Source: an optimization exercise on an open RTL-to-GDS flow (aim: small area, a short achievable clock period and few clock cycles). Production flows keep margins and buffers that such runs may drop.
Only simulation tests tie the RTL to the original design; equivalence was not proved.
No activity file was given, so power comes from the tool's default toggle rates.

$ cat config.mk
export PLATFORM = sky130hd
export DESIGN_NAME = lorenc
export DESIGN_NICKNAME = lorenc
export VERILOG_FILES = /design/flow/design.v
export SDC_FILE = /design/flow/constraint.sdc
export NUM_CORES = 4
export LEC_CHECK = 0
export CAP_MARGIN = 20
export CORE_MARGIN = 2
export CORE_UTILIZATION = 55
export CTS_CLUSTER_DIAMETER = 100
export CTS_CLUSTER_SIZE = 20
export PLACE_DENSITY = 0.7
export SETUP_SLACK_MARGIN = 4.7
export SLEW_MARGIN = 20
export SYNTH_HIERARCHICAL = 1
$ cat constraint.sdc
create_clock -name core_clock -period 10.0 [get_ports {clk}]
set_input_delay 2.0000 -clock core_clock [delete_from_list [all_inputs] [get_ports {clk}]]
set_output_delay 2.0000 -clock core_clock [all_outputs]
set_load 0.01 [all_outputs]
$ cat design.v
module lorenc (
    input  wire        clk,
    input  wire        rst,
    input  wire        op_valid,
    input  wire [1:0]  op_code,
    input  wire [7:0]  op_start,
    input  wire [8:0]  op_src_len,
    output wire        busy,
    output reg         done,
    output reg  [1:0]  status,
    input  wire        en,
    input  wire        tp_present,
    input  wire        ok,
    input  wire        tx_empty,
    output reg  [7:0]  tx_data,
    output reg         tx_valid,
    output reg         tx_last,
    output wire [8:0]  src_addr,
    output reg         src_re,
    input  wire [7:0]  src_data,
    input  wire        cfg_we,
    input  wire [1:0]  cfg_idx,
    input  wire [20:0] cfg_wdata,
    input  wire [2:0]  cfg_count,
    output reg         hb_req,
    output reg         log_evt,
    output reg  [2:0]  fault,
    output wire [8:0]  total,
    input  wire [7:0]  occ_idx,
    output wire        occ_bit
);
    localparam ST_DONE = 2'd0, ST_NOTREADY = 2'd1, ST_BACKP = 2'd2, ST_FAULTED = 2'd3;
    localparam S_IDLE   = 3'd0,
               S_INIT   = 3'd1,      
               S_IFIN   = 3'd2,
               S_CHK    = 3'd3,      
               S_RUN    = 3'd4,
               S_HB     = 3'd5,
               S_SETTLE = 3'd6,
               S_FIN    = 3'd7;
    integer i;
    reg  [18:0] stg [0:3];
    reg  [18:0] cfg [0:3];
    reg  [2:0]  n_ctrl;
    reg         force_chg;
    reg  [13:0] total_r;
    wire [2:0] w_dt = cfg_wdata[20:18];
    wire [1:0] w_am = cfg_wdata[17:16];
    wire [2:0] w_et = w_dt[2] ? {1'b1, w_dt[1:0]} :
                      (w_am == 2'd1) ? 3'd1 : (w_am == 2'd2) ? 3'd2 : 3'd0;
    wire [7:0] w_n  = (w_dt == 3'd7) ? 8'd0 : cfg_wdata[7:0];
    always @(posedge clk)
        if (cfg_we && !busy)
            stg[cfg_idx] <= {w_et, cfg_wdata[15:8], w_n};
    assign total = total_r[8:0];
    reg  [7:0] hi8 [0:3];
    integer    oc;
    lorenc_occ u_occ (
        .idx(occ_idx),
        .lo0(cfg[0][15:8]), .lo1(cfg[1][15:8]), .lo2(cfg[2][15:8]), .lo3(cfg[3][15:8]),
        .hi0(hi8[0]), .hi1(hi8[1]), .hi2(hi8[2]), .hi3(hi8[3]),
        .hit(occ_bit)
    );
    reg [3:0]  h_np1;
    reg [8:0]  h_hi;
    reg [18:0] h_w;
    always @(posedge clk)
        for (oc = 0; oc < 4; oc = oc + 1) begin
            h_w = cfg[oc];
            case (h_w[18:16])
                3'd1:    h_np1 = h_w[7:4] - {3'd0, (h_w[3:0] == 4'd0)};
                3'd2:    h_np1 = 4'd1;
                3'd4:    h_np1 = 4'd3;
                3'd5:    h_np1 = 4'd7;
                3'd6:    h_np1 = 4'd15;
                default: h_np1 = 4'd0;
            endcase
            h_hi = {1'b0, h_w[15:8]} + {5'd0, h_np1};
            if (n_ctrl <= oc || h_w[7:0] == 8'd0)
                hi8[oc] <= 8'd0;
            else
                hi8[oc] <= (h_hi > 9'd254) ? 8'd254 : h_hi[7:0];
        end
    reg [2:0]  st;
    reg        is_alloff;
    reg        rst_fill;
    reg [7:0]  start_r;
    reg        en_r, tp_r, ok_r, txe_r;
    reg [3:0]  cnt;
    reg [2:0]  ci;
    reg        init_f;           
    reg        i_v;              
    reg        op_exh;           
    assign busy = (st != S_IDLE);
    reg  [2:0]  cu_c;
    reg  [1:0]  cu_st;
    wire [2:0]  cu_c1 = cu_c + 3'd1;
    localparam CU_CTRL = 2'd0, CU_RDY = 2'd2;
    wire [2:0]  pl_sel = init_f ? ci : (cu_st == CU_RDY) ? cu_c1 : cu_c;
    reg  [18:0] pl_w;
    reg  [2:0]  pl_tag;
    reg         pl_tv;
    always @(posedge clk) begin
        pl_w   <= cfg[pl_sel[1:0]];
        pl_tag <= pl_sel;
        pl_tv  <= !init_f;
    end
    wire [2:0]  pl_et  = pl_w[18:16];
    wire [7:0]  pl_u   = pl_w[15:8];
    wire [7:0]  pl_n   = pl_w[7:0];
    reg  [11:0] pl_eff;
    reg  [7:0]  pl_cpp;
    reg  [4:0]  pl_np;
    reg  [7:0]  pl_lastl;
    always @* begin
        pl_lastl = pl_n;
        if (pl_n == 8'd0) begin
            pl_eff = 12'd0; pl_cpp = 8'd0; pl_np = 5'd0;
        end else case (pl_et)
            3'd4: begin pl_eff = {2'b0, pl_n, 2'b0}; pl_cpp = pl_n; pl_np = 5'd4; end
            3'd5: begin pl_eff = {1'b0, pl_n, 3'b0}; pl_cpp = pl_n; pl_np = 5'd8; end
            3'd6: begin pl_eff = {pl_n, 4'b0};       pl_cpp = pl_n; pl_np = 5'd16; end
            3'd1: begin pl_eff = {4'b0, pl_n}; pl_cpp = 8'd16;
                        pl_np = {1'b0, pl_n[7:4]} + {4'b0, (pl_n[3:0] != 4'd0)};
                        pl_lastl = (pl_n[3:0] == 4'd0) ? 8'd16 : {4'd0, pl_n[3:0]}; end
            3'd2: begin pl_eff = {4'b0, pl_n}; pl_cpp = {1'b0, pl_n[7:1]}; pl_np = 5'd2;
                        pl_lastl = {1'b0, pl_n[7:1]}; end
            default: begin pl_eff = {4'b0, pl_n}; pl_cpp = pl_n; pl_np = 5'd1; end
        endcase
    end
    wire [5:0] pl_top   = {2'b0, pl_u[3:0]} + {1'b0, pl_np};
    wire       pl_bad   = (pl_np != 5'd0) && (pl_u == 8'd0 || (pl_u[7:4] == 4'hF && pl_top[5:4] != 2'b00));
    wire       pl_empty = (pl_np == 5'd0) || (pl_cpp == 8'd0);
    wire [3:0] pl_nbc   = pl_cpp[7:4] + {3'b0, (pl_cpp[3:0] != 4'd0)};
    wire [3:0] pl_nbl   = pl_lastl[7:4] + {3'b0, (pl_lastl[3:0] != 4'd0)};
    wire [4:0] pl_tnc   = (pl_cpp[3:0] == 4'd0) ? 5'd16 : {1'b0, pl_cpp[3:0]};
    wire [4:0] pl_tnl   = (pl_lastl[3:0] == 4'd0) ? 5'd16 : {1'b0, pl_lastl[3:0]};
    reg [4:0]  cu_p, cu_np;
    reg [7:0]  cu_cpp, cu_g0, cu_base, cu_unit;
    reg [3:0]  cu_nbc, cu_nbl;
    reg [4:0]  cu_tnc, cu_tnl;
    reg [2:0]  cu_b;
    reg        cu_islast, cu_top;
    wire [7:0] cu_bbrel = cu_g0 + {1'b0, cu_b, 4'b0};
    wire [4:0] cu_bn    = cu_top ? (cu_islast ? cu_tnl : cu_tnc) : 5'd16;
    wire       cu_exh   = (cu_st == CU_CTRL) && (cu_c == n_ctrl);
    wire       cu_take;
    wire       cu_restart;
    wire [4:0] cu_p1    = cu_p + 5'd1;
    wire       cu_last1 = (cu_p1 == cu_np - 5'd1);
    wire       cu_pdone = (cu_b == 3'd0) && (cu_p1 == cu_np);
    wire       pl_cur   = pl_tv && (pl_tag == cu_c);
    wire       nx_ok    = pl_tv && (pl_tag == cu_c1) && (cu_c1 != n_ctrl) && !pl_empty;
    always @(posedge clk) begin
        if (cu_restart) begin
            cu_st   <= CU_CTRL;
            cu_c    <= 3'd0;
            cu_base <= 8'd0;
        end else if (cu_st == CU_CTRL) begin
            if (cu_c == n_ctrl) begin
                cu_c    <= 3'd0;
                cu_base <= 8'd0;
            end else if (!pl_cur) begin
            end else if (pl_empty) begin
                cu_c    <= cu_c1;
                cu_base <= cu_base + pl_eff[7:0];
            end else begin
                cu_np     <= pl_np;
                cu_cpp    <= pl_cpp;
                cu_nbc    <= pl_nbc;
                cu_nbl    <= pl_nbl;
                cu_tnc    <= pl_tnc;
                cu_tnl    <= pl_tnl;
                cu_unit   <= pl_u;
                cu_g0     <= cu_base;
                cu_base   <= cu_base + pl_eff[7:0];
                cu_p      <= 5'd0;
                cu_islast <= (pl_np == 5'd1);
                cu_b      <= ((pl_np == 5'd1) ? pl_nbl[2:0] : pl_nbc[2:0]) - 3'd1;
                cu_top    <= 1'b1;
                cu_st     <= CU_RDY;
            end
        end else if (cu_take) begin
            if (cu_b != 3'd0) begin
                cu_b   <= cu_b - 3'd1;
                cu_top <= 1'b0;
            end else if (!cu_pdone) begin
                cu_p      <= cu_p1;
                cu_unit   <= cu_unit + 8'd1;
                cu_g0     <= cu_g0 + cu_cpp;
                cu_islast <= cu_last1;
                cu_b      <= (cu_last1 ? cu_nbl[2:0] : cu_nbc[2:0]) - 3'd1;
                cu_top    <= 1'b1;
            end else if (nx_ok) begin
                cu_c      <= cu_c1;
                cu_np     <= pl_np;
                cu_cpp    <= pl_cpp;
                cu_nbc    <= pl_nbc;
                cu_nbl    <= pl_nbl;
                cu_tnc    <= pl_tnc;
                cu_tnl    <= pl_tnl;
                cu_unit   <= pl_u;
                cu_g0     <= cu_base;
                cu_base   <= cu_base + pl_eff[7:0];
                cu_p      <= 5'd0;
                cu_islast <= (pl_np == 5'd1);
                cu_b      <= ((pl_np == 5'd1) ? pl_nbl[2:0] : pl_nbc[2:0]) - 3'd1;
                cu_top    <= 1'b1;
            end else begin
                cu_c  <= cu_c1;
                cu_st <= CU_CTRL;
            end
        end
    end
    reg  [6:0]    ph;
    reg  [1023:0] ring;
    localparam TB = 3;               
    localparam TS = 1 << TB;
    localparam NT = 128 / TS;
    localparam MW = 7 - TB;
    reg  [NT-1:0] tap_wr;
    reg  [7:0]    tap_wd;
    reg  [1023:0] ring_nx;
    always @* begin
        ring_nx = {ring[7:0], ring[1023:8]};
        for (i = 0; i < NT; i = i + 1)
            if (tap_wr[(i + 1) % NT])
                ring_nx[(TS * i + TS - 1) * 8 +: 8] = tap_wd;
    end
    always @(posedge clk)
        ring <= ring_nx;
    reg        ib_act;
    reg [6:0]  ib_bb;
    reg [4:0]  ib_n, ib_cnt;
    reg [3:0]  ib_t;            
    reg [2:0]  ib_bk;
    reg [7:0]  ib_unit;
    reg        ib_plast;
    wire       frame_acc = (st == S_IDLE) && op_valid && (op_code == 2'd2);
    wire       issuing = (st == S_RUN) || (st == S_CHK && !is_alloff) || frame_acc;
    reg  [6:0] ph3;             
    wire [TB-1:0] is_j0 = ph3[TB-1:0] - ib_bb[TB-1:0];
    wire [3:0] is_j  = {ib_t[3], is_j0};
    wire       is_ok = ({1'b0, is_j} < ib_n);
    wire [6:0] is_g    = ib_bb + {3'b0, is_j};
    wire       is_go   = ib_act && (is_alloff || is_ok);
    wire       is_fin  = is_go && (is_alloff || (ib_cnt == ib_n - 5'd1));
    wire       e_idle_nx;
    reg  [1:0] nout;
    wire       rb_full_w, rq_full_w;
    wire [2:0] n_ahead = {1'b0, nout} + {2'b0, rb_full_w} + {2'b0, rq_full_w};
    wire       ib_load = issuing && (!op_exh || frame_acc) && (cu_st == CU_RDY) &&
                         (!ib_act || is_fin) &&
                         (n_ahead[2:1] == 2'd0 || (n_ahead == 3'd2 && !e_act));
    assign cu_take = ib_load;
    reg        abort;
    reg        s1_v, s2_v, s3_v;
    reg [3:0]  s1_j, s2_j, s3_j;
    reg [MW-1:0] s2_m, s3_m;
    wire [6:0]   ph2 = ph3 - 7'd1;
    reg        s1_f, s2_f, s3_f;    
    reg        s1_l, s2_l, s3_l;    
    reg [2:0]  s1_bk, s2_bk, s3_bk;
    reg [7:0]  s1_u, s2_u, s3_u;
    reg        s1_pl, s2_pl, s3_pl;
    reg [6:0]  src_a;
    reg [7:0]  sd_r;
    reg [7:0]  tap_old;             
    assign src_addr = {2'b0, src_a};
    always @(posedge clk) begin
        sd_r  <= src_data;
        src_a <= is_g;
        s1_j  <= is_j;
        s1_f  <= (ib_cnt == 5'd0);
        s1_l  <= is_fin;
        s1_bk <= ib_bk;
        s1_u  <= ib_unit;
        s1_pl <= ib_plast;
        s2_m  <= src_a[6:TB] - ph2[6:TB];
        s2_j <= s1_j; s2_f <= s1_f; s2_l <= s1_l;
        s2_bk <= s1_bk; s2_u <= s1_u; s2_pl <= s1_pl;
        s3_j <= s2_j; s3_m <= s2_m; s3_f <= s2_f; s3_l <= s2_l;
        s3_bk <= s2_bk; s3_u <= s2_u; s3_pl <= s2_pl;
        tap_old <= ring[{s2_m, {TB{1'b0}}, 3'b0} + 8 +: 8];
        if (!ib_t[3])
            ib_t <= ib_t + 4'd1;
        if (is_go) begin
            ib_cnt <= ib_cnt + 5'd1;
        end
        if (ib_load) begin
            ib_bb    <= (frame_acc ? op_start[6:0] : start_r[6:0]) + cu_bbrel[6:0];
            ib_n     <= cu_bn;
            ib_cnt   <= 5'd0;
            ib_t     <= 4'd0;
            ib_bk    <= cu_b;
            ib_unit  <= cu_unit;
            ib_plast <= (cu_b == 3'd0);
        end
    end
    always @(posedge clk) begin
        if (rst) begin
            ib_act <= 1'b0;
            nout   <= 2'd0;
            s1_v <= 1'b0; s2_v <= 1'b0; s3_v <= 1'b0;
            src_re <= 1'b0;
        end else begin
            s1_v   <= is_go && !abort;
            src_re <= is_go && !is_alloff;
            s2_v   <= s1_v && !abort;
            s3_v   <= s2_v && !abort;
            if (abort)
                nout <= 2'd0;
            else
                nout <= nout + {1'b0, ib_load} - {1'b0, s3_v && s3_l};
            if (abort)
                ib_act <= 1'b0;
            else if (ib_load)
                ib_act <= 1'b1;
            else if (is_fin)
                ib_act <= 1'b0;
        end
    end
    wire       p_off   = is_alloff;
    wire       p_ch    = (sd_r != tap_old) && !p_off;
    reg [127:0] rbV;
    reg [4:0]   rb_n;            
    reg         rb_chg, rb_full, rb_term, rb_off, rb_bchg;
    reg [2:0]   rb_bk;
    reg [7:0]   rb_unit;
    reg         pchg;
    assign rb_full_w = rb_full;
    wire        chg_nx   = (s3_f ? 1'b0 : rb_chg) | p_ch;
    wire        bank_chg = force_chg | chg_nx | p_off;
    wire        bank_trm = s3_pl && (pchg | bank_chg);
    wire        p_cmpl   = s3_v && s3_l && (bank_chg || bank_trm);
    always @* begin
        tap_wr = {NT{1'b0}};
        tap_wd = sd_r;
        if (st == S_INIT) begin
            tap_wr = {NT{1'b1}};
            tap_wd = 8'hFF;
        end else if (s3_v && !p_off && st == S_RUN) begin
            tap_wr[s3_m] = 1'b1;
        end
    end
    reg [127:0] rqV;
    reg [4:0]   rq_n;
    reg         rq_full, rq_term, rq_off, rq_tonly;
    reg [2:0]   rq_bk;
    reg [7:0]   rq_unit;
    assign rq_full_w = rq_full;
    wire e_load  = e_idle_nx && rq_full;
    wire rq_load = rb_full && (!rq_full || e_load);
    always @(posedge clk) begin
        if (rq_load) begin
            rqV      <= rbV;
            rq_n     <= rb_n;
            rq_term  <= rb_term;
            rq_off   <= rb_off;
            rq_bk    <= rb_bk;
            rq_unit  <= rb_unit;
            rq_tonly <= !rb_bchg;
        end
        if (rst)
            rq_full <= 1'b0;
        else if (rq_load)
            rq_full <= 1'b1;
        else if (e_load)
            rq_full <= 1'b0;
    end
    integer sl;
    always @(posedge clk) begin
        if (s3_v) begin
            for (sl = 0; sl < 16; sl = sl + 1)
                if (s3_j == sl && !p_off)
                    rbV[8 * sl +: 8] <= sd_r;
            rb_n   <= (s3_f ? 5'd0 : rb_n) + 5'd1;
            rb_chg <= chg_nx;
        end
        if (s3_v && s3_l) begin
            rb_term <= bank_trm;
            rb_off  <= p_off;
            rb_bk   <= s3_bk;
            rb_unit <= s3_u;
            rb_bchg <= bank_chg;
        end
        if (rst) begin
            rb_full <= 1'b0;
            pchg    <= 1'b0;
        end else begin
            if (p_cmpl)
                rb_full <= 1'b1;
            else if (rq_load)
                rb_full <= 1'b0;
            if (st == S_IDLE)
                pchg <= 1'b0;
            else if (s3_v && s3_l)
                pchg <= s3_pl ? 1'b0 : (pchg | bank_chg);
        end
    end
    localparam E_O = 3'd0, E_Z = 3'd1, E_F = 3'd2, E_C = 3'd3, E_T = 3'd4, E_PRE = 3'd5;
    reg         e_act;
    reg [2:0]   e_ph;
    reg [2:0]   e_f;
    reg [7:0]   e_cval;
    reg [15:0]  e_pend;
    reg [127:0] eV;
    reg [4:0]   e_n;
    wire [15:0] e_vm = ~(16'hFFFF << e_n);
    reg         e_term, e_off;
    reg [2:0]   e_bk;
    reg [7:0]   e_unit;
    reg [15:0] z_v, f_v, c_v, mask_c, mask;
    always @* begin
        for (i = 0; i < 16; i = i + 1) begin
            z_v[i]    = e_vm[i] && (eV[8*i +: 8] == 8'h00);
            f_v[i]    = e_vm[i] && (eV[8*i +: 8] == 8'hFF);
            c_v[i]    = e_vm[i] && (eV[8*i +: 8] != 8'h00) && (eV[8*i +: 8] != 8'hFF);
            mask_c[i] = e_vm[i] && (eV[8*i +: 8] == e_cval);
        end
    end
    wire has0  = |z_v;
    wire hasFF = |f_v;
    wire col   = |c_v;
    wire [2:0]  first_ph = (e_off || (!hasFF && !col)) ? E_O :
                           (col && has0) ? E_Z : hasFF ? E_F : E_C;
    wire [2:0]  r_ph     = (e_ph == E_PRE) ? first_ph : e_ph;
    wire [15:0] r_pend   = (e_ph == E_PRE) ? c_v : e_pend;
    reg [3:0] pri;
    always @* begin
        pri = 4'd0;
        for (i = 15; i >= 0; i = i - 1)
            if (r_pend[i]) pri = i[3:0];
    end
    wire [7:0] r_cval = (r_ph == E_Z) ? 8'h00 : (r_ph == E_F) ? 8'hFF : eV[{pri, 3'b0} +: 8];
    wire [7:0] lsb = mask[7:0];
    wire [7:0] msb = mask[15:8];
    wire       lz  = (lsb == 8'd0);
    wire       mz  = (msb == 8'd0);
    wire       bk0 = (e_bk == 3'd0);
    wire       e_set = (e_ph == E_Z) || (e_ph == E_C);
    reg [7:0] e_byte;
    reg [2:0] e_fnx;
    reg       e_lastf;
    always @* begin
        e_byte  = 8'h00;
        e_fnx   = e_f + 3'd1;
        e_lastf = 1'b0;
        case (e_f)
            3'd0: e_byte = 8'h00;
            3'd1: begin
                e_byte = (e_ph == E_T) ? 8'h00 : e_unit;
                e_lastf = (e_ph == E_T);
            end
            3'd2: begin
                if (e_ph == E_O) begin
                    e_byte  = bk0 ? 8'h41 : 8'h51;
                    e_lastf = bk0;
                    e_fnx   = 3'd4;
                end else begin
                    e_byte = bk0 ? ((!lz && !mz) ? 8'h31 : lz ? 8'h21 : 8'h11) : 8'h51;
                    if (e_set) e_byte = e_byte | 8'h02;
                    e_fnx = e_set ? 3'd3 : !bk0 ? 3'd4 : !lz ? 3'd5 : 3'd6;
                end
            end
            3'd3: begin
                e_byte = e_cval;
                e_fnx  = !bk0 ? 3'd4 : !lz ? 3'd5 : 3'd6;
            end
            3'd4: begin
                if (e_ph == E_O) begin
                    e_byte  = {5'b11000, e_bk};
                    e_lastf = 1'b1;
                end else begin
                    e_byte = {lz, mz, 3'b000, e_bk};
                    e_fnx  = !lz ? 3'd5 : 3'd6;
                end
            end
            3'd5: begin
                e_byte  = lsb;
                e_lastf = mz;
            end
            default: begin
                e_byte  = msb;
                e_lastf = 1'b1;
            end
        endcase
    end
    wire [15:0] pend_rest = e_pend & ~mask;
    reg  [2:0]  e_next;              
    always @* begin
        case (e_ph)
            E_Z:     e_next = hasFF ? E_F : (|e_pend) ? E_C : e_term ? E_T : E_PRE;
            E_F:     e_next = (|e_pend) ? E_C : e_term ? E_T : E_PRE;
            E_C:     e_next = (|pend_rest) ? E_C : e_term ? E_T : E_PRE;
            E_O:     e_next = e_term ? E_T : E_PRE;
            default: e_next = E_PRE;
        endcase
    end
    reg        e_end_r;
    reg        e_nlast;              
    always @* begin
        case (e_ph)
            E_T:     e_nlast = (e_fnx == 3'd1);
            E_O:     e_nlast = (e_fnx == 3'd2 && bk0) || (e_fnx == 3'd4);
            E_PRE:   e_nlast = 1'b0;
            default: e_nlast = (e_fnx == 3'd5 && mz) || (e_fnx == 3'd6);
        endcase
    end
    wire e_end = e_end_r;
    assign e_idle_nx = !e_act || e_end;
    always @(posedge clk) begin
        if (rst) begin
            e_act    <= 1'b0;
            e_end_r  <= 1'b0;
            tx_valid <= 1'b0;
            tx_last  <= 1'b0;
        end else begin
            e_end_r  <= e_act && !e_lastf && !e_load && e_nlast && (e_next == E_PRE);
            tx_valid <= 1'b0;
            tx_last  <= 1'b0;
            tx_data  <= e_byte;
            if (e_act) begin
                tx_valid <= 1'b1;
                tx_last  <= (e_ph == E_T) && (e_f == 3'd1);
                if (e_f == 3'd0) begin
                    e_cval <= r_cval;
                    if (e_ph == E_PRE) begin
                        e_ph   <= first_ph;
                        e_pend <= c_v;
                    end
                end
                if (e_f == 3'd1)
                    mask <= mask_c;
                if (e_lastf) begin
                    e_f <= 3'd0;
                    if (e_ph == E_C)
                        e_pend <= pend_rest;
                    if (e_next == E_PRE)
                        e_act <= 1'b0;
                    else
                        e_ph <= e_next;
                end else begin
                    e_f <= e_fnx;
                end
            end
            if (e_load) begin
                e_act  <= 1'b1;
                eV     <= rqV;
                e_n    <= rq_n;
                e_term <= rq_term;
                e_off  <= rq_off;
                e_bk   <= rq_bk;
                e_unit <= rq_unit;
                e_ph   <= rq_tonly ? E_T : E_PRE;
                e_f    <= 3'd0;
            end
        end
    end
    wire [14:0] frame_end_in = {7'd0, op_start} + {1'b0, total_r};
    reg         addr_bad;
    wire        all_idle  = op_exh && !ib_act && !s1_v && !s2_v && !s3_v && !rb_full && !rq_full && !e_act;
    always @* begin
        abort = 1'b0;
        if (st == S_CHK) begin
            if (fault != 3'd0 || !(en_r && tp_r && ok_r))
                abort = 1'b1;
            else if (!is_alloff && (!txe_r || addr_bad))
                abort = 1'b1;
        end
    end
    assign cu_restart = rst || (st == S_INIT) || abort;
    always @(posedge clk) begin
        if (rst) begin
            st        <= S_INIT;
            init_f    <= 1'b1;
            rst_fill  <= 1'b1;
            i_v       <= 1'b0;
            cnt       <= 4'd0;
            ci        <= 3'd0;
            ph        <= 7'd0;
            ph3       <= 7'd3;
            n_ctrl    <= 3'd0;
            force_chg <= 1'b1;
            fault     <= 3'd0;
            total_r   <= 14'd0;
            done      <= 1'b0;
            hb_req    <= 1'b0;
            log_evt   <= 1'b0;
            op_exh    <= 1'b0;
        end else begin
            ph      <= ph + 7'd1;
            ph3     <= ph3 + 7'd1;
            done    <= 1'b0;
            hb_req  <= 1'b0;
            log_evt <= 1'b0;
            if (issuing && cu_exh)
                op_exh <= 1'b1;
            case (st)
            S_IDLE: begin
                if (op_valid) begin
                    start_r   <= op_start;
                    addr_bad  <= (frame_end_in > {6'd0, op_src_len}) || (frame_end_in > 15'd128);
                    en_r      <= en;
                    tp_r      <= tp_present;
                    ok_r      <= ok;
                    txe_r     <= tx_empty;
                    status    <= ST_DONE;
                    op_exh    <= 1'b0;
                    is_alloff <= op_code[0];
                    case (op_code)
                    2'd0: st <= S_FIN;
                    2'd1: begin
                        n_ctrl    <= cfg_count;
                        cfg[0]    <= stg[0];
                        cfg[1]    <= stg[1];
                        cfg[2]    <= stg[2];
                        cfg[3]    <= stg[3];
                        force_chg <= 1'b1;
                        fault     <= 3'd0;
                        total_r   <= 14'd0;
                        rst_fill  <= 1'b0;
                        cnt       <= 4'd0;
                        ci        <= 3'd0;
                        st        <= S_INIT;
                        init_f    <= 1'b1;
                        i_v       <= 1'b0;
                    end
                    default: st <= S_CHK;
                    endcase
                end
            end
            S_INIT: begin
                cnt  <= cnt + 4'd1;
                i_v  <= (ci != n_ctrl);
                if (ci != n_ctrl)
                    ci <= ci + 3'd1;
                if (i_v) begin
                    total_r <= total_r + {2'b0, pl_eff};
                    if (fault == 3'd0 && pl_bad)
                        fault <= 3'd3;
                end
                if (cnt == 4'd15) begin
                    st     <= rst_fill ? S_IDLE : S_IFIN;
                    init_f <= 1'b0;
                end
            end
            S_IFIN: begin
                if (fault == 3'd0 && total_r > 14'd128)
                    fault <= 3'd4;
                if (fault != 3'd0 || total_r > 14'd128)
                    status <= ST_FAULTED;
                done <= 1'b1;
                st   <= S_IDLE;
            end
            S_CHK: begin
                if (fault != 3'd0) begin
                    status <= ST_FAULTED;
                    done   <= 1'b1;
                    st     <= S_IDLE;
                end else if (!(en_r && tp_r && ok_r)) begin
                    status <= ST_NOTREADY;
                    done   <= 1'b1;
                    st     <= S_IDLE;
                end else if (!is_alloff && !txe_r) begin
                    log_evt <= 1'b1;
                    status  <= ST_BACKP;
                    st      <= S_FIN;
                end else if (!is_alloff && addr_bad) begin
                    fault  <= 3'd4;
                    status <= ST_FAULTED;
                    done   <= 1'b1;
                    st     <= S_IDLE;
                end else begin
                    st <= S_RUN;
                end
            end
            S_RUN: begin
                if (all_idle) begin
                    if (is_alloff) begin
                        st <= S_HB;
                    end else begin
                        force_chg <= 1'b0;
                        done      <= 1'b1;
                        st        <= S_IDLE;
                    end
                end
            end
            S_HB: begin
                hb_req <= 1'b1;
                cnt    <= 4'd0;
                st     <= S_SETTLE;
            end
            S_SETTLE: begin
                cnt <= cnt + 4'd1;
                if (cnt == 4'd15)
                    st <= S_FIN;
            end
            default: begin       
                done <= 1'b1;
                st   <= S_IDLE;
            end
            endcase
        end
    end
endmodule
module lorenc_occ (
    input  wire [7:0] idx,
    input  wire [7:0] lo0, lo1, lo2, lo3,
    input  wire [7:0] hi0, hi1, hi2, hi3,
    output wire       hit
);
    function ge8;
        input [7:0] a, b;
        reg [7:0] g, e;
        reg [3:0] g1, e1;
        reg [1:0] g2, e2;
        integer k;
        begin
            g = a & ~b;
            e = a ~^ b;
            for (k = 0; k < 4; k = k + 1) begin
                g1[k] = g[2*k+1] | (e[2*k+1] & g[2*k]);
                e1[k] = e[2*k+1] & e[2*k];
            end
            for (k = 0; k < 2; k = k + 1) begin
                g2[k] = g1[2*k+1] | (e1[2*k+1] & g1[2*k]);
                e2[k] = e1[2*k+1] & e1[2*k];
            end
            ge8 = g2[1] | (e2[1] & g2[0]) | (e2[1] & e2[0]);
        end
    endfunction
    wire in0 = ge8(idx, lo0) && ge8(hi0, idx);
    wire in1 = ge8(idx, lo1) && ge8(hi1, idx);
    wire in2 = ge8(idx, lo2) && ge8(hi2, idx);
    wire in3 = ge8(idx, lo3) && ge8(hi3, idx);
    assign hit = (idx == 8'd0) | in0 | in1 | in2 | in3;
endmodule
$ cat run.sh
#!/bin/bash
# synth_recipe.tcl (not shown) runs the flow's synth.tcl, then flattens the netlist and writes it again
# the make line also repeats each setting of config.mk as NAME=value (left out here)
make -C /OpenROAD-flow-scripts/flow DESIGN_CONFIG=/design/flow/config.mk WORK_HOME=/design/flow/orfs CLKGATE_MAP_FILE= SYNTH_SCRIPT=/design/flow/synth_recipe.tcl finish
==> run notes, run 1 <==
status finished clean; Cell Rows 127; Max-Cap Viols 0; via count between 30000 and 40000; vias per cell 5.51; Synth area leaders dfxtp_1, edfxtp_1, mux2i_1; DP HPWL 98.8 mm; Hold WS about 0.29 ns; Avg Cell Area, Syn around 14 um2; pwr/cell area 187 mW/mm2; post-synth top area share 0.374; Routability Congestion roughly 0.94; Tightest Pin Transition about 1.2 ns; data required time of the worst path ~8.0 ns; highest clock rate between 0.15 and 0.2 GHz; Layout Nets a little over 5000; die area around 0.12 mm2; Syn Std Cell Area ~0.066 mm2; Routed WL 143 mm; HP Start ring[238]$_DFF_P_; CTS tree yes; EDFF count, synth 739; Skew-Pair Late Insertion Delay about 0.74 ns; Iter 0 DRT Violations a little over 3000; main flop type after synthesis dfxtp_1; IO buf count 105; Distinct cells, synth 95; Synth async-reset ratio 0; Setup TNS Final 0 ns; DRC 0; M2 GR Usage 0.363; RR Startpoint ib_bb[0]$_DFFE_PP_; vias in the first global route roughly 35000; clk buf depth 3; met1 Use GR 0.332; Initial Utilization 0.554; Clock Tree Root clkbuf_16; TritonRoute pass-1 iters 6; core area between 0.1 and 0.15 mm2; final setup vio count 0; remaining antenna violation count 0; first-pass GRT wire length 215 mm; maximum fanout along the worst path 6; Cells after Synth about 4700; Area Overhead vs Synth 9.12%; Final WS setup roughly 4.4 ns; most frequent cells after synthesis dfxtp_1, edfxtp_1, nand2_1; Hold Buf Count CTS 0; GRT busiest layer met2; Yosys reg bits around 2000; max-slew violations 0; initial antenna violation count 12; gr usage total 0.233; CP arrival approximately 3.6 ns; clock skew 0.0514 ns; LEAKAGE between 0.02 and 0.03 uW; largest net degree at the start of global routing 85; clk slew on worst S/H paths 0.08 ns; cts bufs inserted 110; fin crit period between 5 and 6 ns; Setup crit start kind primary input; Worst Hold Class register to register; Die Y around 350 um; area leader, netlist dfxtp_1; htree depth 3; CP endpoint kind output pin; Crit. Startpoint occ_idx[1]; GRT Residual Overflow 0; Die X 351 um; Sink Count 1981; DR WL/cell 22.0 um; final hold violations 0; period utilization 0.561; unrepaired setup endpoints after global routing true; peak supply drop around 160 uV; post-synthesis sequential area ratio 0.709; I/O pins approximately 110; WS Path Type primary input to output pin; dpl ws 3.12 ns; layout cells sized above 1 0.0676; most frequent cell after synthesis dfxtp_1; met3 Use GR 0.0409; Slew Limit Headroom 0.218; YS warnings 12
-- cell type report --
cell class	count	area, um2
inverter	161	612
multi-input combinational	2426	18100
clock inverter	11	198
fill	9184	47300
tap	1612	2020
clock buffer	163	2990
timing repair buffer	158	1450
antenna	6	15.0
sequential	1981	47100
-- logic make-up (layout without fill, tap and decap cells) --
kind of cell    Yosys count  in the layout  share of synthesized area
buf+inv                 330            493                     0.0216
other cells               1              8                  0.0000565
fa+ha+maj               202            202                     0.0398
flops                  1981           1981                      0.709
mux                     328            328                     0.0608
xor+xnor                278            278                     0.0367
compound gates          577            577                     0.0558
simple gates           1039           1039                     0.0768
-- critical path: stages --
cell	delay, ns
buf_6	0.12
ha_1	0.20
a211oi_2	0.24
a211oi_2	0.11
a2111oi_2	0.33
o21ai_1	0.12
or3_4	0.34
buf_6	0.13
-- registers in the layout (all words and copies together), names as in the netlist, 14 cells and up --
signal   count
hi8         32
pl_w        19
total_r     14
cfg         76
stg         76
rqV        128
ring      1024
e_pend      16
rbV        128
mask        16
eV         128
-- final timing paths --
path,slack [ns],endpoint,cells past startpoint
worst max register to register,5.20,cu_cpp[2]$_DFFE_PP_,13
worst min-delay path,0.29,ring[230]$_DFF_P_,0
worst min register to register,0.29,ring[230]$_DFF_P_,0
worst max-delay path,4.39,occ_bit,8
-- modules after synthesis, one instance, submodules excluded --
module	copies in the design	area [um2]
lorenc	1	65000
lorenc_occ	1	1430
-- layer usage --
layer	part of all wire	wire length, um
met1	0.45	65000
met2	0.45	65100
met3	0.062	8900
met4	0.031	4380
met5	0.00034	49
-- cell usage in the layout, fill, tap and decap left out, types with 12 or more instances in the layout --
cell type / n
or4_1: 19
a31oi_1: 25
buf_4: 53
or3_1: 20
inv_1: 151
a211oi_1: 19
mux2_2: 13
clkdlybuf4s50_1: 95
and2_1: 30
nor2b_1: 48
o22ai_1: 24
nor2_1: 232
nand2b_1: 32
nor4_1: 55
xor2_1: 74
fa_1: 15
mux2i_1: 256
clkbuf_16: 112
xnor2_1: 204
nand3b_1: 12
clkbuf_1: 51
edfxtp_1: 739
dfxtp_1: 1240
mux4_2: 59
nand3_1: 64
nor3_1: 103
ha_1: 180
nand2_1: 284
a21o_1: 42
and3_1: 17
a21oi_1: 167
o21ai_1: 17
nand4_1: 72
o21a_1: 18
o21ai_0: 119
-- where the power goes --
part	internal [uW]	leakage, uW	switching, uW
Sequential	8360	0.0168	64.2
Clock	2120	0.00154	2460
Combinational	234	0.00818	329
-- what timing repair did --
action | in CTS | in global routing
gates resized for setup | 75 | 16
buffers inserted | 0 | 0
endpoints found under the setup margin | 1 | 1
pin swaps | 10 | 7
cloned | 0 | 0
-- per-stage QoR --
stage | power [uW] | util | instances | area [um2]
6_report | 13600 | 0.605 | 6518 | 72500
5_1_grt | 14000 | 0.605 | 6517 | 72500
4_1_cts | 13700 | 0.604 | 6511 | 72400
3_5_place_dp | 9170 | 0.577 | 6337 | 69100
3_3_place_gp | 9160 | 0.577 | 6337 | 69100
2_1_floorplan | 8960 | - | 4737 | 66400
Testbench counts, summed over its fixed seeds: cycles 58,479.
==> run 2: changes to the inputs <==
--- a/design.v
+++ b/design.v
@@ -238,8 +238,8 @@
     reg        ib_plast;
     wire       frame_acc = (st == S_IDLE) && op_valid && (op_code == 2'd2);
     wire       issuing = (st == S_RUN) || (st == S_CHK && !is_alloff) || frame_acc;
-    reg  [6:0] ph3;             
-    wire [TB-1:0] is_j0 = ph3[TB-1:0] - ib_bb[TB-1:0];
+    reg  [6:0] ph2;             
+    wire [TB-1:0] is_j0 = ph2[TB-1:0] - ib_bb[TB-1:0];
     wire [3:0] is_j  = {ib_t[3], is_j0};
     wire       is_ok = ({1'b0, is_j} < ib_n);
     wire [6:0] is_g    = ib_bb + {3'b0, is_j};
@@ -254,21 +254,20 @@
                          (n_ahead[2:1] == 2'd0 || (n_ahead == 3'd2 && !e_act));
     assign cu_take = ib_load;
     reg        abort;
-    reg        s1_v, s2_v, s3_v;
-    reg [3:0]  s1_j, s2_j, s3_j;
-    reg [MW-1:0] s2_m, s3_m;
-    wire [6:0]   ph2 = ph3 - 7'd1;
-    reg        s1_f, s2_f, s3_f;    
-    reg        s1_l, s2_l, s3_l;    
-    reg [2:0]  s1_bk, s2_bk, s3_bk;
-    reg [7:0]  s1_u, s2_u, s3_u;
-    reg        s1_pl, s2_pl, s3_pl;
+    reg        s1_v, s2_v;
+    reg [3:0]  s1_j, s2_j;
+    reg [MW-1:0] s2_m;
+    reg        s1_f, s2_f;          
+    reg        s1_l, s2_l;          
+    reg [2:0]  s1_bk, s2_bk;
+    reg [7:0]  s1_u, s2_u;
+    reg        s1_pl, s2_pl;
+    wire [6:0]    ph1 = ph2 - 7'd1;
+    wire [MW-1:0] s1_m = src_a[6:TB] - ph1[6:TB];
     reg [6:0]  src_a;
-    reg [7:0]  sd_r;
     reg [7:0]  tap_old;             
     assign src_addr = {2'b0, src_a};
     always @(posedge clk) begin
-        sd_r  <= src_data;
         src_a <= is_g;
         s1_j  <= is_j;
         s1_f  <= (ib_cnt == 5'd0);
@@ -276,12 +275,10 @@
         s1_bk <= ib_bk;
         s1_u  <= ib_unit;
         s1_pl <= ib_plast;
-        s2_m  <= src_a[6:TB] - ph2[6:TB];
+        s2_m  <= s1_m;
         s2_j <= s1_j; s2_f <= s1_f; s2_l <= s1_l;
         s2_bk <= s1_bk; s2_u <= s1_u; s2_pl <= s1_pl;
-        s3_j <= s2_j; s3_m <= s2_m; s3_f <= s2_f; s3_l <= s2_l;
-        s3_bk <= s2_bk; s3_u <= s2_u; s3_pl <= s2_pl;
-        tap_old <= ring[{s2_m, {TB{1'b0}}, 3'b0} + 8 +: 8];
+        tap_old <= ring[{s1_m, {TB{1'b0}}, 3'b0} + 8 +: 8];
         if (!ib_t[3])
             ib_t <= ib_t + 4'd1;
         if (is_go) begin
@@ -301,17 +298,16 @@
         if (rst) begin
             ib_act <= 1'b0;
             nout   <= 2'd0;
-            s1_v <= 1'b0; s2_v <= 1'b0; s3_v <= 1'b0;
+            s1_v <= 1'b0; s2_v <= 1'b0;
             src_re <= 1'b0;
         end else begin
             s1_v   <= is_go && !abort;
             src_re <= is_go && !is_alloff;
             s2_v   <= s1_v && !abort;
-            s3_v   <= s2_v && !abort;
             if (abort)
                 nout <= 2'd0;
             else
-                nout <= nout + {1'b0, ib_load} - {1'b0, s3_v && s3_l};
+                nout <= nout + {1'b0, ib_load} - {1'b0, s2_v && s2_l};
             if (abort)
                 ib_act <= 1'b0;
             else if (ib_load)
@@ -321,7 +317,7 @@
         end
     end
     wire       p_off   = is_alloff;
-    wire       p_ch    = (sd_r != tap_old) && !p_off;
+    wire       p_ch    = (src_data != tap_old) && !p_off;
     reg [127:0] rbV;
     reg [4:0]   rb_n;            
     reg         rb_chg, rb_full, rb_term, rb_off, rb_bchg;
@@ -329,18 +325,18 @@
     reg [7:0]   rb_unit;
     reg         pchg;
     assign rb_full_w = rb_full;
-    wire        chg_nx   = (s3_f ? 1'b0 : rb_chg) | p_ch;
+    wire        chg_nx   = (s2_f ? 1'b0 : rb_chg) | p_ch;
     wire        bank_chg = force_chg | chg_nx | p_off;
-    wire        bank_trm = s3_pl && (pchg | bank_chg);
-    wire        p_cmpl   = s3_v && s3_l && (bank_chg || bank_trm);
+    wire        bank_trm = s2_pl && (pchg | bank_chg);
+    wire        p_cmpl   = s2_v && s2_l && (bank_chg || bank_trm);
     always @* begin
         tap_wr = {NT{1'b0}};
-        tap_wd = sd_r;
+        tap_wd = src_data;
         if (st == S_INIT) begin
             tap_wr = {NT{1'b1}};
             tap_wd = 8'hFF;
-        end else if (s3_v && !p_off && st == S_RUN) begin
-            tap_wr[s3_m] = 1'b1;
+        end else if (s2_v && !p_off && st == S_RUN) begin
+            tap_wr[s2_m] = 1'b1;
         end
     end
     reg [127:0] rqV;
@@ -370,18 +366,18 @@
     end
     integer sl;
     always @(posedge clk) begin
-        if (s3_v) begin
+        if (s2_v) begin
             for (sl = 0; sl < 16; sl = sl + 1)
-                if (s3_j == sl && !p_off)
-                    rbV[8 * sl +: 8] <= sd_r;
-            rb_n   <= (s3_f ? 5'd0 : rb_n) + 5'd1;
+                if (s2_j == sl && !p_off)
+                    rbV[8 * sl +: 8] <= src_data;
+            rb_n   <= (s2_f ? 5'd0 : rb_n) + 5'd1;
             rb_chg <= chg_nx;
         end
-        if (s3_v && s3_l) begin
+        if (s2_v && s2_l) begin
             rb_term <= bank_trm;
             rb_off  <= p_off;
-            rb_bk   <= s3_bk;
-            rb_unit <= s3_u;
+            rb_bk   <= s2_bk;
+            rb_unit <= s2_u;
             rb_bchg <= bank_chg;
         end
         if (rst) begin
@@ -394,8 +390,8 @@
                 rb_full <= 1'b0;
             if (st == S_IDLE)
                 pchg <= 1'b0;
-            else if (s3_v && s3_l)
-                pchg <= s3_pl ? 1'b0 : (pchg | bank_chg);
+            else if (s2_v && s2_l)
+                pchg <= s2_pl ? 1'b0 : (pchg | bank_chg);
         end
     end
     localparam E_O = 3'd0, E_Z = 3'd1, E_F = 3'd2, E_C = 3'd3, E_T = 3'd4, E_PRE = 3'd5;
@@ -559,7 +555,7 @@
     end
     wire [14:0] frame_end_in = {7'd0, op_start} + {1'b0, total_r};
     reg         addr_bad;
-    wire        all_idle  = op_exh && !ib_act && !s1_v && !s2_v && !s3_v && !rb_full && !rq_full && !e_act;
+    wire        all_idle  = op_exh && !ib_act && !s1_v && !s2_v && !rb_full && !rq_full && !e_act;
     always @* begin
         abort = 1'b0;
         if (st == S_CHK) begin
@@ -579,7 +575,7 @@
             cnt       <= 4'd0;
             ci        <= 3'd0;
             ph        <= 7'd0;
-            ph3       <= 7'd3;
+            ph2       <= 7'd2;
             n_ctrl    <= 3'd0;
             force_chg <= 1'b1;
             fault     <= 3'd0;
@@ -590,7 +586,7 @@
             op_exh    <= 1'b0;
         end else begin
             ph      <= ph + 7'd1;
-            ph3     <= ph3 + 7'd1;
+            ph2     <= ph2 + 7'd1;
             done    <= 1'b0;
             hb_req  <= 1'b0;
             log_evt <= 1'b0;
==> run 2 against run 1 <==
Compared with the run above:
- cell count is 0.51% higher
- critical endpoint unchanged
- power down 1.9%
- largest power group unchanged
- combinational power fell by 6.0%
- synthesized cell count grew 1.5%
- largest cell class unchanged
==> run notes, run 2 <==
RR Startpoint ph2[0]$_SDFF_PP0_; Distinct cells, synth 90; Die X around 350 um; first-pass GRT wire length ~220 mm; Synth area leaders dfxtp_1, edfxtp_1, ha_1; Cell Rows around 130; Clock Tree Root clkbuf_16; Routed WL 145 mm; fin crit period between 5 and 6 ns; vias per cell between 5 and 6; TritonRoute pass-1 iters 6; final hold violations 0; Area Overhead vs Synth 9.35%; max-slew violations 0; cts bufs inserted around 110; GRT Residual Overflow 0; post-synth top area share 0.368; Syn Std Cell Area between 0.06 and 0.07 mm2; most common cell after layout, fill and taps aside dfxtp_1; initial antenna violation count 4; crit path to occ_bit; CP arrival roughly 3.6 ns; main flop type after synthesis dfxtp_1; Slew Limit Headroom 0.243; Worst Hold Class register to register; most frequent cells after synthesis dfxtp_1, edfxtp_1, nand2_1; WS Path Type primary input to output pin; highest clock rate roughly 0.18 GHz; Avg Cell Area, Syn roughly 14 um2; slowest CP cell or3_4; register share of total power 0.622; switching part of the total 0.210; data required time of the worst path around 8 ns; Skew-Pair Late Insertion Delay between 0.7 and 0.8 ns; clock skew 0.0427 ns; DR WL/cell 22.1 um; Reg2Reg Depth 14; dpl cells roughly 6400; Layout Nets just over 5000; remaining antenna violation count 0; die area around 0.12 mm2; Hold WS roughly 0.29 ns; area leader, netlist dfxtp_1; internal power roughly 11000 uW; I/O pins between 100 and 150; clk slew on worst S/H paths 0.08 ns; htree depth 3; YS warnings 12; core area 0.118 mm2; P_sw around 2800 uW; LEAKAGE 0.0263 uW; most frequent cells in the layout dfxtp_1, edfxtp_1, nand2_1; DRC 0; final setup vio count 0; fin cells between 6000 and 7000; Initial Utilization 0.556; Cells after Synth 4805; clk buf depth 3; critical-path cell list buf_12 > inv_4 > ha_2 > nor4_4 > a21oi_1 > a221oi_2 > o21ai_1 > or3_4 > buf_6; peak supply drop around 180 uV; maximum fanout along the worst path 6; post-synthesis sequential area ratio 0.705; Iter 0 DRT Violations around 3400; Biggest register ring; unrepaired setup endpoints after global routing true; period utilization 0.562; Clk pwr share 0.338; cell area after layout around 0.072 mm2; layout cells sized above 1 0.0707; largest net degree at the start of global routing roughly 150; CP endpoint kind output pin; Setup crit start kind primary input; Routability Congestion just over 0.9; Sink Count 1950; Crit path max-delay family simple AND/OR/NAND/NOR gates; crit-path max cell delay approximately 0.39 ns; IO buf count between 100 and 150; Tightest Pin Transition 1.13 ns; Yosys reg bits slightly below 2000; Crit. Startpoint occ_idx[1]; status finished clean; Max-Cap Viols 0; DP HPWL around 100 mm; pwr/cell area 185 mW/mm2; Hold Path Depth 0; vias in the first global route around 35000; Largest register FFs roughly 1000; reg-to-reg endpoint cu_unit[3]$_DFFE_PP_; register-to-register path setup slack ~5.5 ns; most frequent cell after synthesis dfxtp_1; CTS tree yes; gr usage total 0.237; Die Y between 300 and 400 um; via count 36600; dpl cell area around 0.07 mm2; Setup TNS Final 0 ns; EDFF count, synth 739; Worst path depth 9; combinational power share 0.040; Synth async-reset ratio 0; count of buffer and inverter cells on the critical path 3
run 2: cell count changes in the layout (fill, tap and decap cells not counted), sizes merged, moves of 12 or more:
cell / before / now
clkbuf: 165 / 153
dfxtp: 1242 / 1211
inv: 163 / 176
mux2i: 256 / 167
nand3: 64 / 158
nor2b: 48 / 36
nor3: 113 / 90
nor4: 57 / 81
o21ai: 138 / 192
xnor2: 204 / 187
xor2: 74 / 93
run 2: metal layers:
metal  wire [um]  track usage  vias up  share of wire
met5          36            0        -        0.00025
met4        5270       0.0863        6          0.036
met3        7680       0.0293      277          0.053
met2       65800        0.375     1100           0.45
met1       66200        0.337    17900           0.46
li1            -            -    17300              -
run 2: cells by family after synthesis:
logic type	after synthesis	share of synthesized area
flip-flops	1950	0.705
AND/OR/NAND/NOR	1127	0.0849
AO/OA/AOI/OAI	644	0.0617
buffers and inverters	356	0.0217
XOR/XNOR	281	0.0376
multiplexers	244	0.0487
adder cells (fa/ha/maj)	202	0.0401
other	1	0.0000570
run 2: worst min path at each step:
stage / endpoint / slack (ns) / startpoint
floorplan: ring[1000]$_DFF_P_ / 0.31 / ring[1008]$_DFF_P_
global placement: ring[736]$_DFF_P_ / 0.31 / ring[744]$_DFF_P_
detailed placement: ring[200]$_DFF_P_ / 0.31 / ring[208]$_DFF_P_
CTS: ring[55]$_DFF_P_ / 0.28 / ring[63]$_DFF_P_
global route: ring[479]$_DFF_P_ / 0.31 / ring[487]$_DFF_P_
finish: ring[55]$_DFF_P_ / 0.29 / ring[63]$_DFF_P_
run 2: layout make-up:
| cell class | count | area (um2) |
|---|---|---|
| repair buffers | 163 | 1540 |
| flip-flops and latches | 1950 | 46400 |
| well taps | 1600 | 2000 |
| clock inverters | 11 | 230 |
| clock buffers | 153 | 2890 |
| diodes | 1 | 2.50 |
| multi-input cells | 2500 | 18200 |
| fillers | 8951 | 46400 |
| inverters | 173 | 659 |
run 2: power groups by stage:
| stage | Combinational, uW | Sequential [uW] | Clock (uW) |
|---|---|---|---|
| after floorplan | 352 | 8430 | 0 |
| after global placement | 513 | 8460 | 0 |
| after detailed placement | 520 | 8460 | 0 |
| after CTS | 527 | 8270 | 4600 |
| after global routing | 581 | 8280 | 4900 |
| final | 529 | 8280 | 4490 |
run 2: repair_timing:
item / CTS / global route
endpoints found under the hold margin: 0 / 0
cloned: 0 / 0
hold buffers: 0 / 0
pin swaps: 17 / 0
endpoints found under the setup margin: 1 / 1
buffers inserted: 1 / 0
resized for setup: 97 / 1
run 2: metrics by stage:
step / total power, uW / util / setup slack, ns
floorplan: 8780 / - / 4.70
global placement: 8970 / 0.580 / 2.94
detailed placement: 8980 / 0.580 / 3.00
CTS: 13400 / 0.608 / 4.37
global route: 13800 / 0.608 / 4.32
finish: 13300 / 0.608 / 4.38
run 2: per-module statistics from Yosys (local to each module, per instance):
module      flip-flops and latches  cells  cell area, um2  times used
lorenc                        1950   4607           64400           1
lorenc_occ                       0    198            1430           1
Testbench counts of run 2, summed over its fixed seeds: cycles 57,879.
==> run 3: changes to the inputs <==
--- a/design.v
+++ b/design.v
@@ -248,10 +248,13 @@
     wire       e_idle_nx;
     reg  [1:0] nout;
     wire       rb_full_w, rq_full_w;
-    wire [2:0] n_ahead = {1'b0, nout} + {2'b0, rb_full_w} + {2'b0, rq_full_w};
+    wire       p_free;
+    wire [2:0] n_base  = {1'b0, nout} + {2'b0, rb_full_w} + {2'b0, rq_full_w};
+    wire       n_le1   = (n_base[2:1] == 2'd0) || (n_base == 3'd2 && p_free);
+    wire       n_eq2   = (n_base == 3'd2 && !p_free) || (n_base == 3'd3 && p_free);
     wire       ib_load = issuing && (!op_exh || frame_acc) && (cu_st == CU_RDY) &&
                          (!ib_act || is_fin) &&
-                         (n_ahead[2:1] == 2'd0 || (n_ahead == 3'd2 && !e_act));
+                         (n_le1 || (n_eq2 && e_idle_nx));
     assign cu_take = ib_load;
     reg        abort;
     reg        s1_v, s2_v;
@@ -329,6 +332,7 @@
     wire        bank_chg = force_chg | chg_nx | p_off;
     wire        bank_trm = s2_pl && (pchg | bank_chg);
     wire        p_cmpl   = s2_v && s2_l && (bank_chg || bank_trm);
+    assign      p_free   = s2_v && s2_l && !(bank_chg || bank_trm);
     always @* begin
         tap_wr = {NT{1'b0}};
         tap_wd = src_data;
==> run 3 against run 2 <==
Compared with the run above:
- still clean on timing, DRC and antenna
- non-clock buffer count is 7 higher
- global-route usage hardly changed
- sequential power hardly changed
- cell area is 0.27% higher
- register-to-register slack worse by 0.63 ns
- core utilization is 0.17 points higher
- largest cell class unchanged
- largest power group unchanged
==> run notes, run 3 <==
Tightest Pin Transition approximately 1.2 ns; clk slew on worst S/H paths approximately 0.090 ns; P_sw approximately 2800 uW; Clock Tree Root clkbuf_16; Distinct cells, synth slightly below 100; most frequent cells after synthesis dfxtp_1, edfxtp_1, nand2_1; final hold violations 0; M2 GR Usage 0.367; Largest register FFs ~1000; htree depth 3; YS warnings 12; period utilization 0.567; DR WL/cell 22.1 um; switching part of the total 0.210; IO buf count 105; EDFF count, synth around 740; DRC 0; GRT Residual Overflow 0; GRT busiest layer met2; Iter 0 DRT Violations about 3800; Cells after Synth between 4000 and 5000; area leader, netlist dfxtp_1; I/O pins approximately 110; Die X ~350 um; gr usage total 0.237; cell area after layout a little over 0.07 mm2; cts bufs inserted between 100 and 150; pwr/cell area 184 mW/mm2; status finished clean; Clk pwr share 0.337; main flop type after synthesis dfxtp_1; Worst Hold Class register to register; LEAKAGE 0.0259 uW; TritonRoute pass-1 iters 8; via count ~37000; highest clock rate 0.176 GHz; Setup crit start kind primary input; met3 Use GR 0.0363; Syn Std Cell Area 0.0659 mm2; CTS tree yes; max-slew violations 0; combinational power share 0.040; Setup TNS Final 0 ns; Max-Cap Viols 0; post-synth top area share 0.368; Initial Utilization 0.556; vias in the first global route around 35000; internal power 10500 uW; maximum fanout along the worst path 6; Biggest register ring; crit-path max cell delay around 0.37 ns; first-pass GRT wire length between 200 and 250 mm; post-synthesis sequential area ratio 0.705; fin crit period between 5 and 6 ns; CP arrival ~3.7 ns; remaining antenna violation count 0; unrepaired setup endpoints after global routing true; register share of total power 0.624; clock skew about 0.075 ns; slowest CP cell or3_4; Sink Count just under 2000; die area 0.123 mm2; Die Y 350 um; Avg Cell Area, Syn approximately 14 um2; dpl cell area 0.0687 mm2; Cell Rows approximately 130; Slew Limit Headroom 0.210; Synth area leaders dfxtp_1, edfxtp_1, ha_1; initial antenna violation count 7; largest net degree at the start of global routing between 70 and 80; final setup vio count 0; Skew-Pair Late Insertion Delay about 0.75 ns; data required time of the worst path around 8.0 ns; most frequent cell after synthesis dfxtp_1; most frequent cells in the layout dfxtp_1, edfxtp_1, nand2_1; critical-path cell list buf_12 > inv_4 > ha_4 > nor4_2 > a21oi_1 > a221oi_2 > o21ai_1 > or3_4 > buf_6; CP endpoint kind output pin; core area roughly 0.12 mm2; Routability Congestion 0.974; layout cells sized above 1 0.0736; clk buf depth 3; WS Path Type primary input to output pin; Synth async-reset ratio 0; DP HPWL 100 mm; Yosys reg bits ~2000; Area Overhead vs Synth 9.61%; Layout Nets 5188; Routed WL 145 mm; most common cell after layout, fill and taps aside dfxtp_1; vias per cell 5.59; peak supply drop 166 uV; met1 Use GR 0.345
==> run 3: cell count changes in the layout (fill, tap and decap cells not counted), moves of 9 or more <==
cell,delta
nor2_1,+16
o22ai_1,-10
a31oi_1,+9
o211ai_1,+9
nand2_1,+17
==> run 3: final cells by class <==
cell class | count | area (um2)
tap | 1600 | 2000
clock inverter | 10 | 203
sequential | 1950 | 46400
fill | 8932 | 46200
clock buffer | 157 | 2890
multi-input combinational | 2519 | 18400
antenna | 1 | 2.50
timing repair buffer | 170 | 1620
inverter | 169 | 647
==> run 3: repair_timing <==
action / CTS / global route
gates resized for setup: 95 / 22
endpoints found under the setup margin: 53 / 17
pin swaps: 16 / 11
hold buffers: 0 / 0
gates cloned: 1 / 0
setup buffers: 5 / 1
==> run 3: worst paths after layout <==
kind / from / to / slack [ns] / cells after the start
setup reg to reg: e_n[2]$_DFFE_PP_ / e_cval[3]$_SDFFCE_PN0P_ / 4.85 / 10
setup / recovery: occ_idx[1] / occ_bit / 4.33 / 9
hold / removal: ring[41]$_DFF_P_ / ring[33]$_DFF_P_ / 0.31 / 0
hold reg to reg: ring[41]$_DFF_P_ / ring[33]$_DFF_P_ / 0.31 / 0
==> run 3: routing by layer <==
| metal | part of all wire | wire length (um) |
|---|---|---|
| met3 | 0.061 | 8890 |
| met1 | 0.46 | 66800 |
| met4 | 0.030 | 4370 |
| met5 | 0.00025 | 36 |
| met2 | 0.45 | 65200 |
==> run 3: Yosys stat by module (local to each module, per instance) <==
module / cells / flops+latches
lorenc: 4618 / 1950
lorenc_occ: 198 / 0
==> run 3: worst max-delay path: cells and delay by family <==
family                     cells  cell delay, ns
and+or+nand+nor                2            0.63
AOI/OAI and AO/OA              3            0.58
adders and majority gates      1            0.15
buffers and inverters          3            0.29
==> run 3: logic make-up (layout without fill, tap and decap cells) <==
group / Yosys count / in the layout / synth area share
mux: 249 / 249 / 0.0494
simple gates: 1141 / 1142 / 0.0843
fa+ha+maj: 203 / 203 / 0.0402
other cells: 1 / 3 / 0.0000569
buf+inv: 349 / 506 / 0.0212
xor+xnor: 277 / 277 / 0.0371
compound gates: 646 / 646 / 0.0627
flops: 1950 / 1950 / 0.705
==> run 3: through the flow <==
stage / utilization / hold slack, ns / std cells / worst slack (ns) / power [uW]
3_3_place_gp: 0.580 / 0.309 / 6400 / 3.11 / 8960
2_1_floorplan: - / 0.310 / 4817 / 4.70 / 8770
4_1_cts: 0.608 / 0.309 / 6573 / 4.33 / 13400
3_5_place_dp: 0.580 / 0.312 / 6400 / 3.10 / 8970
5_1_grt: 0.610 / 0.315 / 6575 / 4.24 / 13700
6_report: 0.610 / 0.308 / 6576 / 4.33 / 13300
==> run 3: power groups by stage <==
stage / registers (uW) / clock network [uW] / logic, uW
after floorplan: 8430 / 0 / 344
after global placement: 8460 / 0 / 505
after detailed placement: 8460 / 0 / 512
after CTS: 8270 / 4570 / 519
after global routing: 8280 / 4850 / 579
final: 8270 / 4470 / 527
Testbench counts of run 3, summed over its fixed seeds: cycles 56,756.
==> run 4: changes to the inputs <==
--- a/config.mk
+++ b/config.mk
@@ -8,8 +8,9 @@
 export CAP_MARGIN = 20
 export CORE_MARGIN = 2
 export CORE_UTILIZATION = 55
-export CTS_CLUSTER_DIAMETER = 100
-export CTS_CLUSTER_SIZE = 20
+export CTS_BUF_LIST = sky130_fd_sc_hd__clkbuf_8
+export CTS_CLUSTER_DIAMETER = 60
+export CTS_CLUSTER_SIZE = 12
 export PLACE_DENSITY = 0.7
 export SETUP_SLACK_MARGIN = 4.7
 export SLEW_MARGIN = 20
==> run 4 against run 3 <==
Compared with the run above:
- sequential power hardly changed
- cell area is 0.14% higher
- power is 0.50% lower
- synthesized area stayed put
- core utilization is 0.082 points higher
- synthesized cell count stayed put
- highest routed layer unchanged
- largest cell class unchanged
==> run notes, run 4 <==
fin crit period between 5 and 6 ns; HP Start ring[41]$_DFF_P_; Sink Count just under 2000; final hold violations 0; critical-path cell list clkbuf_4 > inv_2 > ha_1 > a21oi_1 > o21ai_1 > a21oi_2 > o22ai_1 > or3_4 > buf_6; crit-path max cell delay about 0.41 ns; first-pass GRT wire length 221 mm; IO buf count around 110; fillers 8929; most frequent cells in the layout dfxtp_1, edfxtp_1, nand2_1; Synth async-reset ratio 0; I/O pins 108; Routed WL about 150 mm; remaining antenna violation count 0; htree depth 4; vias in the first global route 36000; DP HPWL 100 mm; TritonRoute pass-1 iters 6; area leader, netlist dfxtp_1; core area about 0.12 mm2; most common cell after layout, fill and taps aside dfxtp_1; Syn Std Cell Area between 0.06 and 0.07 mm2; Slew Limit Headroom 0.256; Die Y 350 um; Routability Congestion 0.974; clk slew on worst S/H paths roughly 0.08 ns; Initial Utilization 0.556; Synth area leaders dfxtp_1, edfxtp_1, ha_1; YS warnings 12; Yosys reg bits approximately 2000; data required time of the worst path around 8.0 ns; Reg2Reg Depth 11; Iter 0 DRT Violations about 3600; post-synthesis sequential area ratio 0.705; max-slew violations 0; WS Path Type primary input to output pin; EDFF count, synth around 740; GRT busiest layer met2; GRT Residual Overflow 0; gr usage total 0.239; met3 Use GR 0.0431; Die X 350 um; WHS Endpoint ring[33]$_DFF_P_; Setup crit start kind primary input; DRC 0; CTS tree yes; clock skew between 0.04 and 0.05 ns; final setup vio count 0; LEAKAGE about 0.026 uW; Setup TNS Final 0 ns; highest clock rate about 0.18 GHz; Hold Path Depth 0; pwr/cell area between 150 and 200 mW/mm2; reg-to-reg endpoint e_cval[3]$_SDFFCE_PN0P_; maximum fanout along the worst path 6; Cell Rows around 130; Distinct cells, synth just under 100; Cells after Synth between 4000 and 5000; met1 Use GR 0.344; Area Overhead vs Synth 9.76%; M2 GR Usage 0.367; Max-Cap Viols 0; slowest CP cell or3_4; Worst Hold Class register to register; Crit. Startpoint occ_idx[5]; vias per cell 5.56; status finished clean; main flop type after synthesis dfxtp_1; Crit path max-delay family compound AO/OA/AOI/OAI gates; unrepaired setup endpoints after global routing true; Avg Cell Area, Syn about 14 um2; Layout Nets around 5300; clk buf depth 3; CP arrival 3.65 ns; layout cells sized above 1 0.0922; most frequent cells after synthesis dfxtp_1, edfxtp_1, nand2_1; period utilization 0.565; Clock Tree Root clkbuf_8; dpl cell area roughly 0.069 mm2; cell area after layout 0.0723 mm2; Skew-Pair Late Insertion Delay roughly 0.91 ns; cts bufs inserted 188; register-to-register path setup slack ~5.0 ns; RR Startpoint e_n[3]$_DFFE_PP_; Tightest Pin Transition 1.12 ns; peak supply drop 160 uV; DR WL/cell between 20 and 25 um; Largest register FFs between 1000 and 1500; most frequent cell after synthesis dfxtp_1; via count 37200; Biggest register ring; CP endpoint kind output pin; initial antenna violation count 8; post-synth top area share 0.368; count of buffer and inverter cells on the critical path 3; die area about 0.12 mm2; largest net degree at the start of global routing 77
run 4: cells by family (layout without fill, tap and decap cells):
group	after synthesis	after routing	share of synthesized area
flops	1950	1950	0.705
mux	249	249	0.0494
fa+ha+maj	203	203	0.0402
simple gates	1141	1142	0.0843
buf+inv	349	619	0.0212
other cells	1	4	0.0000569
compound gates	646	646	0.0627
xor+xnor	277	277	0.0371
run 4: modules after synthesis (local to each module, per instance):
module	cells	cell area [um2]	times used	flops+latches
lorenc	4618	64400	1	1950
lorenc_occ	198	1430	1	0
run 4: area by class of cell:
cell class	instances	area, um2	area share
Clock inverter	89	613	0.00848
Multi-Input combinational cell	2519	18400	0.254
Clock buffer	190	2620	0.0362
Tap cell	1600	2000	0.0277
Antenna cell	2	5.00	0.0000692
Sequential cell	1950	46400	0.642
Timing Repair Buffer	171	1600	0.0222
Inverter	169	644	0.00891
run 4: stage by stage:
| stage | power (uW) | utilization | hold slack (ns) | std cells | worst slack (ns) |
|---|---|---|---|---|---|
| after floorplan | 8770 | - | 0.310 | 4817 | 4.70 |
| after global placement | 8960 | 0.580 | 0.309 | 6400 | 3.11 |
| after detailed placement | 8970 | 0.580 | 0.312 | 6400 | 3.10 |
| after CTS | 13300 | 0.609 | 0.299 | 6686 | 4.33 |
| after global routing | 13700 | 0.611 | 0.314 | 6689 | 4.24 |
| final | 13200 | 0.611 | 0.305 | 6690 | 4.35 |
run 4: how the worst max path moves through the flow:
| stage | to | slack (ns) | depth (start not counted) |
|---|---|---|---|
| after floorplan | occ_bit | 4.70 | 7 |
| after global placement | occ_bit | 3.11 | 9 |
| after detailed placement | occ_bit | 3.10 | 9 |
| after CTS | occ_bit | 4.33 | 8 |
| after global routing | occ_bit | 4.24 | 9 |
| final | occ_bit | 4.35 | 9 |
run 4: per-layer routing:
metal,up-vias,share of wire
met5,-,0.00020
met4,4,0.032
met3,307,0.061
met2,1240,0.45
met1,18100,0.46
li1,17600,-
run 4: repair_timing:
item                                    CTS  global route
resized for setup                        90            19
hold buffers                              0             0
setup buffers                             6             1
pin swaps                                16            11
endpoints found under the setup margin   44            17
cloned                                    1             0
run 4: power breakdown:
group | switching, uW | total, uW | internal [uW]
clock network | 2560 | 4400 | 1840
logic | 301 | 524 | 223
registers | 53.9 | 8280 | 8220

[re-timing with driven ports]
No port has a modelled driver above. Below, the same layouts with a new extraction and two added sets of constraints. Step 1, drivers: a clkbuf_16 drives clk and a buf_2 each remaining input, both assumed. Step 2 adds t to the input delays and takes it off the output delays; t is the mean of the earliest and latest rising clock arrival at the registers after step 1. Input paths then give back, and output paths get back, about the clock's delay inside the block. a / b / c = ideal / step 1 / step 2; a / b = the first two.
| run | t (ns) | slack for setup (ns) | clock arrival spread, ns | cell pins on the clock port's net |
|---|---|---|---|---|
| run 1 | 0.786 | 4.390 / 4.333 / 4.333 | 0.064 / 0.064 | 1 |
| run 2 | 0.785 | 4.377 / 4.266 / 4.234 | 0.046 / 0.046 | 1 |
| run 3 | 0.775 | 4.333 / 4.218 / 4.184 | 0.074 / 0.075 | 1 |
| run 4 | 0.960 | 4.349 / 4.238 / 4.006 | 0.049 / 0.050 | 1 |
After both steps setup and hold are still met in every run listed. The setup slack of run 4, which loses most, moves by -0.111 ns with the drivers and by -0.343 ns with both steps.
